This design comes from an exercise in tuning for small area on the open sky130 flow, not from production work. In this exercise RTL edits were held to simulation tests only and were not proved equivalent to the original. No activity file was given, so power comes from the tool's default toggle rates.

==> flow/run.sh <==
#!/bin/bash
# synth_recipe.tcl (not shown) runs the flow's synth.tcl, then flattens the netlist and writes it again
# the make line also repeats each setting of config.mk as NAME=value (left out here)
make -C /OpenROAD-flow-scripts/flow DESIGN_CONFIG=/design/flow/config.mk WORK_HOME=/design/flow/orfs CLKGATE_MAP_FILE= SYNTH_SCRIPT=/design/flow/synth_recipe.tcl finish
==> flow/config.mk <==
export PLATFORM = sky130hd
export DESIGN_NAME = aes_cbc_dec
export DESIGN_NICKNAME = aes_cbc_dec
export VERILOG_FILES = /design/flow/design.v
export SDC_FILE = /design/flow/constraint.sdc
export NUM_CORES = 4
export LEC_CHECK = 0
export CAP_MARGIN = 20
export CORE_MARGIN = 2
export CORE_UTILIZATION = 40
export SLEW_MARGIN = 20
==> flow/constraint.sdc <==
create_clock -name core_clock -period 10.0 [get_ports {clk}]
set_input_delay 2.0000 -clock core_clock [delete_from_list [all_inputs] [get_ports {clk}]]
set_output_delay 2.0000 -clock core_clock [all_outputs]
set_load 0.01 [all_outputs]
==> flow/design.v <==
module aes_inv_sbox (
    input  wire [7:0] a,
    output wire [7:0] y
);
    localparam [2047:0] INV_SBOX = 2048'h7d0c2155631469e126d677ba7e042b17619953833cbbebc8b0f52aae4d3be0a0_ef9cc9939f7ae52d0d4ab519a97f51605fec8027591012b131c7078833a8dd1f_f45acd78fec0db9a2079d2c64b3e56fc1bbe18aa0e62b76f89c5291d711af147_6edf751ce837f9e28535ade72274ac9673e6b4f0cecff297eadc674f4111913a_6b8a130103bdafc1020f3fca8f1e2cd00645b3b80558e4f70ad3bc8c00abd890_849d8da75746155edab9edfd5048706c92b6655dcc5ca4d41698688664f6f872_25d18b6d49a25b76b224d92866a12e084ec3fa420b954cee3d23c2a632947b54_cbe9dec444438e3487ff2f9b8239e37cfbd7f3819ea340bf38a53630d56a0952;
    assign y = INV_SBOX[8*a +: 8];
endmodule
module aes_inv_core (
    input  wire         clk,
    input  wire         rst,
    input  wire         abort,
    input  wire         start,
    input  wire [127:0] din,
    output reg          busy,
    output reg          done,
    output wire [127:0] dout
);
    function [127:0] round_key;
        input [3:0] r;
        begin
            case (r)
                4'd0:    round_key = 128'h0602000000a400005253413100040000;
                4'd1:    round_key = 128'hf5616363f5c56363a7962252a7922252;
                4'd2:    round_key = 128'hb8f2633f4d37005ceaa1220e4d33005c;
                4'd3:    round_key = 128'h7f9129dc32a62980d8070b8e95340bd2;
                4'd4:    round_key = 128'h6fba9cf65d1cb576851bbef8102fb52a;
                4'd5:    round_key = 128'h6a6f793c3773cc4ab26872b2a247c798;
                4'd6:    round_key = 128'heaa93f06dddaf34c6fb281fecdf54666;
                4'd7:    round_key = 128'h4cf30cbb9129fff7fe9b7e09336e386f;
                4'd8:    round_key = 128'h53f4a478c2dd5b8f3c4625860f281de9;
                4'd9:    round_key = 128'h7c50ba0ebe8de18182cbc4078de3d9ee;
                4'd10:   round_key = 128'h5b659253e5e873d26723b7d5eac06e3b;
                default: round_key = 128'h0;
            endcase
        end
    endfunction
    function [7:0] xtime;
        input [7:0] b;
        begin
            xtime = {b[6:0], 1'b0} ^ (b[7] ? 8'h1b : 8'h00);
        end
    endfunction
    function [7:0] mul9;
        input [7:0] b;
        begin
            mul9 = xtime(xtime(xtime(b))) ^ b;
        end
    endfunction
    function [7:0] mulb;
        input [7:0] b;
        begin
            mulb = xtime(xtime(xtime(b))) ^ xtime(b) ^ b;
        end
    endfunction
    function [7:0] muld;
        input [7:0] b;
        begin
            muld = xtime(xtime(xtime(b))) ^ xtime(xtime(b)) ^ b;
        end
    endfunction
    function [7:0] mule;
        input [7:0] b;
        begin
            mule = xtime(xtime(xtime(b))) ^ xtime(xtime(b)) ^ xtime(b);
        end
    endfunction
    reg [127:0] state;
    reg [3:0]   round;
    wire [127:0] shifted;
    genvar gi;
    generate
        for (gi = 0; gi < 16; gi = gi + 1) begin : g_shift
            localparam integer R   = gi % 4;
            localparam integer C   = gi / 4;
            localparam integer SRC = R + 4 * ((C - R + 4) % 4);
            assign shifted[127 - 8*gi -: 8] = state[127 - 8*SRC -: 8];
        end
    endgenerate
    wire [127:0] subbed;
    generate
        for (gi = 0; gi < 16; gi = gi + 1) begin : g_sbox
            aes_inv_sbox u_sbox (
                .a(shifted[127 - 8*gi -: 8]),
                .y(subbed[127 - 8*gi -: 8])
            );
        end
    endgenerate
    wire [127:0] keyed = subbed ^ round_key(round);
    wire [127:0] mixed;
    generate
        for (gi = 0; gi < 4; gi = gi + 1) begin : g_mix
            wire [7:0] a0 = keyed[127 - 32*gi      -: 8];
            wire [7:0] a1 = keyed[127 - 32*gi -  8 -: 8];
            wire [7:0] a2 = keyed[127 - 32*gi - 16 -: 8];
            wire [7:0] a3 = keyed[127 - 32*gi - 24 -: 8];
            assign mixed[127 - 32*gi      -: 8] = mule(a0) ^ mulb(a1) ^ muld(a2) ^ mul9(a3);
            assign mixed[127 - 32*gi -  8 -: 8] = mul9(a0) ^ mule(a1) ^ mulb(a2) ^ muld(a3);
            assign mixed[127 - 32*gi - 16 -: 8] = muld(a0) ^ mul9(a1) ^ mule(a2) ^ mulb(a3);
            assign mixed[127 - 32*gi - 24 -: 8] = mulb(a0) ^ muld(a1) ^ mul9(a2) ^ mule(a3);
        end
    endgenerate
    assign dout = state;
    always @(posedge clk) begin
        if (rst || abort) begin
            state <= 128'h0;
            round <= 4'd0;
            busy  <= 1'b0;
            done  <= 1'b0;
        end else begin
            done <= 1'b0;
            if (start && !busy) begin
                state <= din ^ round_key(4'd10);
                round <= 4'd9;
                busy  <= 1'b1;
            end else if (busy) begin
                if (round == 4'd0) begin
                    state <= keyed;
                    busy  <= 1'b0;
                    done  <= 1'b1;
                end else begin
                    state <= mixed;
                    round <= round - 4'd1;
                end
            end
        end
    end
endmodule
module aes_cbc_dec (
    input  wire        clk,
    input  wire        rst,
    input  wire        bus_valid,
    input  wire        bus_we,
    input  wire [7:0]  bus_addr,
    input  wire [31:0] bus_wdata,
    output reg  [31:0] bus_rdata
);
    localparam [127:0] IV = 128'h01000100_67244f43_6e6762f2_5ea8d704;
    localparam [1:0] S_IDLE = 2'd0;
    localparam [1:0] S_RUN  = 2'd1;
    localparam [1:0] S_DONE = 2'd2;
    localparam [1:0] S_ERR  = 2'd3;
    localparam [7:0] A_CTRL   = 8'h00;
    localparam [7:0] A_STATUS = 8'h04;
    localparam [7:0] A_LEN    = 8'h08;
    localparam [7:0] A_DIN    = 8'h0C;
    localparam [7:0] A_DOUT   = 8'h10;
    localparam [7:0] A_ICNT   = 8'h14;
    localparam [7:0] A_OCNT   = 8'h18;
    reg [1:0]   state;
    reg [3:0]   errcode;
    reg         perr;
    reg [31:0]  len;
    reg [31:0]  icnt;
    reg [31:0]  ocnt;
    reg [4:0]   ifill;
    reg [4:0]   orem;
    reg [127:0] prev;
    reg [127:0] ibuf;
    reg [127:0] obuf;
    wire irdy = (state == S_RUN) && (ifill < 5'd16) && (icnt < len);
    wire ordy = (orem != 5'd0);
    wire busy = (state == S_RUN) && (ifill == 5'd16) && (orem == 5'd0);
    wire [31:0] status = {20'd0, errcode, 2'b00, perr, busy, ordy, irdy, state};
    wire wr = bus_valid &&  bus_we;
    wire rd = bus_valid && !bus_we;
    wire [7:0] cmd = bus_wdata[7:0];
    wire do_start  = wr && (bus_addr == A_CTRL) && (cmd == 8'h01);
    wire do_clear  = wr && (bus_addr == A_CTRL) && (cmd == 8'h02);
    wire do_rsvd   = wr && (bus_addr == A_CTRL) && (cmd != 8'h01) && (cmd != 8'h02);
    wire do_setlen = wr && (bus_addr == A_LEN);
    wire do_push   = wr && (bus_addr == A_DIN);
    wire do_stat   = rd && (bus_addr == A_STATUS);
    wire do_getlen = rd && (bus_addr == A_LEN);
    wire do_pop    = rd && (bus_addr == A_DOUT);
    wire do_geticnt= rd && (bus_addr == A_ICNT);
    wire do_getocnt= rd && (bus_addr == A_OCNT);
    wire do_illegal = bus_valid && !(do_start || do_clear || do_rsvd || do_setlen ||
                                     do_push || do_stat || do_getlen || do_pop ||
                                     do_geticnt || do_getocnt);
    wire len_ok = (len != 32'd0) && (len[3:0] == 4'd0);
    wire         core_busy;
    wire         core_done;
    wire [127:0] core_out;
    aes_inv_core u_core (
        .clk   (clk),
        .rst   (rst),
        .abort (do_clear),
        .start (busy && !core_busy && !core_done),
        .din   (ibuf),
        .busy  (core_busy),
        .done  (core_done),
        .dout  (core_out)
    );
    always @(posedge clk) begin
        if (rst) begin
            bus_rdata <= 32'd0;
        end else if (rd) begin
            if (do_stat)
                bus_rdata <= status;
            else if (do_getlen)
                bus_rdata <= len;
            else if (do_pop && ordy)
                bus_rdata <= {24'd0, obuf[8*orem - 1 -: 8]};
            else if (do_geticnt)
                bus_rdata <= icnt;
            else if (do_getocnt)
                bus_rdata <= ocnt;
            else
                bus_rdata <= 32'd0;
        end
    end
    always @(posedge clk) begin
        if (rst || do_clear) begin
            state   <= S_IDLE;
            errcode <= 4'd0;
            perr    <= 1'b0;
            len     <= 32'd0;
            icnt    <= 32'd0;
            ocnt    <= 32'd0;
            ifill   <= 5'd0;
            orem    <= 5'd0;
            prev    <= 128'h0;
            ibuf    <= 128'h0;
            obuf    <= 128'h0;
        end else begin
            if (do_start) begin
                if (state != S_IDLE) begin
                    perr <= 1'b1;
                end else if (!len_ok) begin
                    state   <= S_ERR;
                    errcode <= 4'd1;
                end else begin
                    state <= S_RUN;
                    prev  <= IV;
                    icnt  <= 32'd0;
                    ocnt  <= 32'd0;
                    ifill <= 5'd0;
                    orem  <= 5'd0;
                end
            end
            if (do_setlen) begin
                if (state == S_IDLE)
                    len <= bus_wdata;
                else
                    perr <= 1'b1;
            end
            if (do_push) begin
                if (irdy) begin
                    ibuf[127 - 8*ifill -: 8] <= bus_wdata[7:0];
                    ifill <= ifill + 5'd1;
                    icnt  <= icnt + 32'd1;
                end else begin
                    perr <= 1'b1;
                end
            end
            if (do_pop) begin
                if (ordy) begin
                    orem <= orem - 5'd1;
                    ocnt <= ocnt + 32'd1;
                    if (ocnt + 32'd1 == len)
                        state <= S_DONE;
                end else begin
                    perr <= 1'b1;
                end
            end
            if (do_rsvd || do_illegal)
                perr <= 1'b1;
            if (core_done) begin
                obuf  <= core_out ^ prev;
                prev  <= ibuf;
                ifill <= 5'd0;
                orem  <= 5'd16;
            end
        end
    end
endmodule
==> flow_metrics.tcl <==
set metrics [dict create \
    io_buffers 75 \
    area_growth_pct 4.165 \
    critPathKind "flip-flop to flip-flop" \
    fin_tns_setup_ns 0 \
    rsz0062_at_grt "false" \
    ctsHoldBuffers 0 \
    grt.overflow.total 0 \
    nNetsFinal 12920 \
    drt-pass1-iter-count 7 \
    holdWs_ns 0.4525 \
    crit_fanout 31 \
    end_kind "flip-flop" \
    power_density_nw_per_um2 56.16 \
    drive_gt1_share_pct 8.863 \
    setup_violations 0 \
    dp.cells 15510 \
    post_cts.repair.setup_buffers 0 \
    drc 0 \
    antenna_found_initial 12 \
    required_ns 10.55 \
    relSlewSlack_pct 14.32 \
    gp_congestion 1.041 \
    seq_area_frac_synth_pct 13.57 \
    ctsLongestPathBuffers 3 \
    synth_edf_count 0 \
    htreeDepth 3 \
    peakVddDrop_mv 0.1315 \
    clock-sinks 660 \
    final_cell_count_no_fill 15670 \
    max_cap_viol_count 0 \
    insertion_delay_ns 0.72 \
    ys_types 112 \
    fmax_ghz 0.1418 \
    syn_area_um2 97390 \
    outcome "timing/DRC/antenna clean" \
    ant_nets 0 \
    fp.dieH_um 497.4 \
    p_leak_nw 34.14 \
    synth_top_cells_by_count "1,435 x nor2_1, 1,076 x a21oi_1, 1,035 x nand2_1, 780 x o21ai_0, 771 x clkbuf_1" \
    skew_ns 0.03082 \
    dieArea_um2 247400 \
    synthTopCellsByArea "dfxtp_1 14%, xnor2_1 6.9%, mux4_2 6.1%" \
    drt_iter0_drc 19250 \
    arrival_ns 7.60 \
    cts_tree "yes" \
    path_clk_slew_ns 0.06 \
    syn_area_per_cell_um2 7.317 \
    grt_pass1_vias 96340 \
    grt_pass1_wl_mm 667.9 \
    io_pins 76 \
    synth_top_area_share_pct 13.57 \
    yosys_most_used_dff "dfxtp_1" \
    yosysMostFrequentCell "nor2_1" \
    syn-num-nets 13840 \
    post_cts_resize_count 0 \
    dp_hpwl_mm 319.4 \
    wirelength_mm 456.1 \
    synth-async-reset-ratio_pct 0 \
    num_vias 107600 \
    fin_crit_ns 7.051 \
    synth_largest_area_cell "dfxtp_1" \
    maxSlewViolCount 0 \
    worstHoldPathType "flip-flop to flip-flop" \
    die_width_um 497.4 \
    rows 181 \
    routed_via_density 6.869 \
    core_um2 242800 \
    finalHoldViolations 0 \
    nFillCells 25260 \
    cts_root_buffer "clkbuf_16" \
    synthCells 13310 \
    ys_ff_latch 660 \
    grt_max_degree 221 \
    period_share_pct 70.51 \
    tightest_slew_ns 1.281 \
    crit_path_start_kind "flip-flop" \
    initial_core_util_pct 40.12 \
    wl_per_cell_um 29.11 \
    numCtsBuffers 78 \
    track_usage_pct 34.74 \
    yosysWarningCount 2 \
]
==> worst paths after layout <==
check	end	startpoint	slack, ns	depth (start not counted)
worst min-delay path	errcode	errcode	0.45	2
worst max-delay path	u_core.state[113]	u_core.state[17]	2.95	18
worst min register to register	errcode	errcode	0.45	2
worst max register to register	u_core.state[113]	u_core.state[17]	2.95	18
==> report_power, final <==
group	internal, W	switching (W)
logic	0.0000251	0.0000996
clock network	0.00165	0.00130
registers	0.00262	0.000000377
total	0.00430	0.00140
==> cell usage in the layout (no fill, tap or decap), types with 341 or more instances in the layout <==
cell | Yosys | final
nor2_1 | 1435 | 1428
a21oi_1 | 1076 | 1075
nand2_1 | 1035 | 1033
o21ai_0 | 780 | 776
xnor2_1 | 769 | 767
dfxtp_1 | 660 | 597
ha_1 | 463 | 462
nor3_1 | 380 | 379
a211oi_1 | 377 | 377
mux2i_1 | 341 | 341
==> critical path, stage by stage (launching register included) <==
cell      delay (ns)
dfxtp_1         0.30
buf_4           0.27
inv_1           0.50
ha_1            0.64
inv_1           0.31
ha_1            0.37
nor2_1          0.04
a311oi_1        0.26
nor4_1          0.08
or3_1           0.32
mux4_2          0.63
xor2_1          0.93
xnor2_1         0.25
xor2_1          0.45
xnor3_1         0.51
xor2_1          0.17
a21oi_1         0.30
a21oi_1         0.12
nor2_1          0.41
==> final cells by class <==
class                   count  area (µm²)  area share (%)
multi-input cells       10950       77100           76.00
diodes                      8       20.02         0.01973
inverters                 304        1141           1.125
clock inverters            34       392.9          0.3873
flip-flops and latches    660       13360           13.17
repair buffers            402        3203           3.157
clock buffers             110        2223           2.192
well taps                3202        4006           3.949
==> sequential cells by signal, summed over array words and instances (netlist names), 2 cells and up <==
register	flops
bus_rdata	32
u_core.round	4
ocnt	32
ifill	5
state	2
prev	128
len	32
u_core.state	128
orem	5
icnt	32
ibuf	128
obuf	128
==> cells by family (layout without fill, tap and decap cells) <==
kind of cell,Yosys count,count (layout),share of synthesized area [%]
fa+ha+maj,481,481,6.318
buf+inv,1704,850,7.553
simple gates,4372,4372,21.26
other cells,0,8,0
flops,660,660,13.57
mux,669,669,10.36
compound gates,4295,4295,29.76
xor+xnor,1129,1129,11.19
==> per-layer routing <==
| metal | share of wire (%) | routed length (µm) | global-route usage, % |
|---|---|---|---|
| met1 | 40 | 180400 | 47.70 |
| met2 | 41 | 188900 | 50.51 |
| met3 | 13 | 58170 | 7.915 |
| met4 | 6.2 | 28500 | 17.73 |
| met5 | 0.0088 | 40 | 0 |
==> through the flow <==
step / cell area (µm²) / worst slack, ns / total power [W] / utilization, %
floorplan: 97390 / 4.689 / 0.002744 / -
global route: 101400 / 2.601 / 0.005815 / 41.78
global placement: 98730 / 3.105 / 0.002800 / 40.67
detailed placement: 98770 / 3.170 / 0.002800 / 40.69
CTS: 101400 / 3.130 / 0.005700 / 41.76
finish: 101500 / 2.949 / 0.005698 / 41.79

-- re-timing with driven ports --
The flow's constraints put no driver on any port. The routed layout listed below was extracted and timed again, unchanged, in two steps.
Step 1 sets driving cells, clkbuf_16 on the clock port and buf_2 on the other inputs (assumed; they add their load-dependent delay and slew).
Step 2 times the ports against the registers' clock, not the clock port: input delays grow and output delays shrink by t, the midpoint of the rising clock arrivals with the driver on.
a / b / c = ideal / step 1 / step 2; a / b = the first two.
shift t [ns]: 0.788
slack for setup (ns): 2.949 / 2.949 / 2.949
slew at the worst register clock pin (ns): 0.07 / 0.07
After both steps this run still meets setup and hold. For this run, drivers alone change the setup slack by 0.000 ns; drivers and shift together by 0.000 ns.
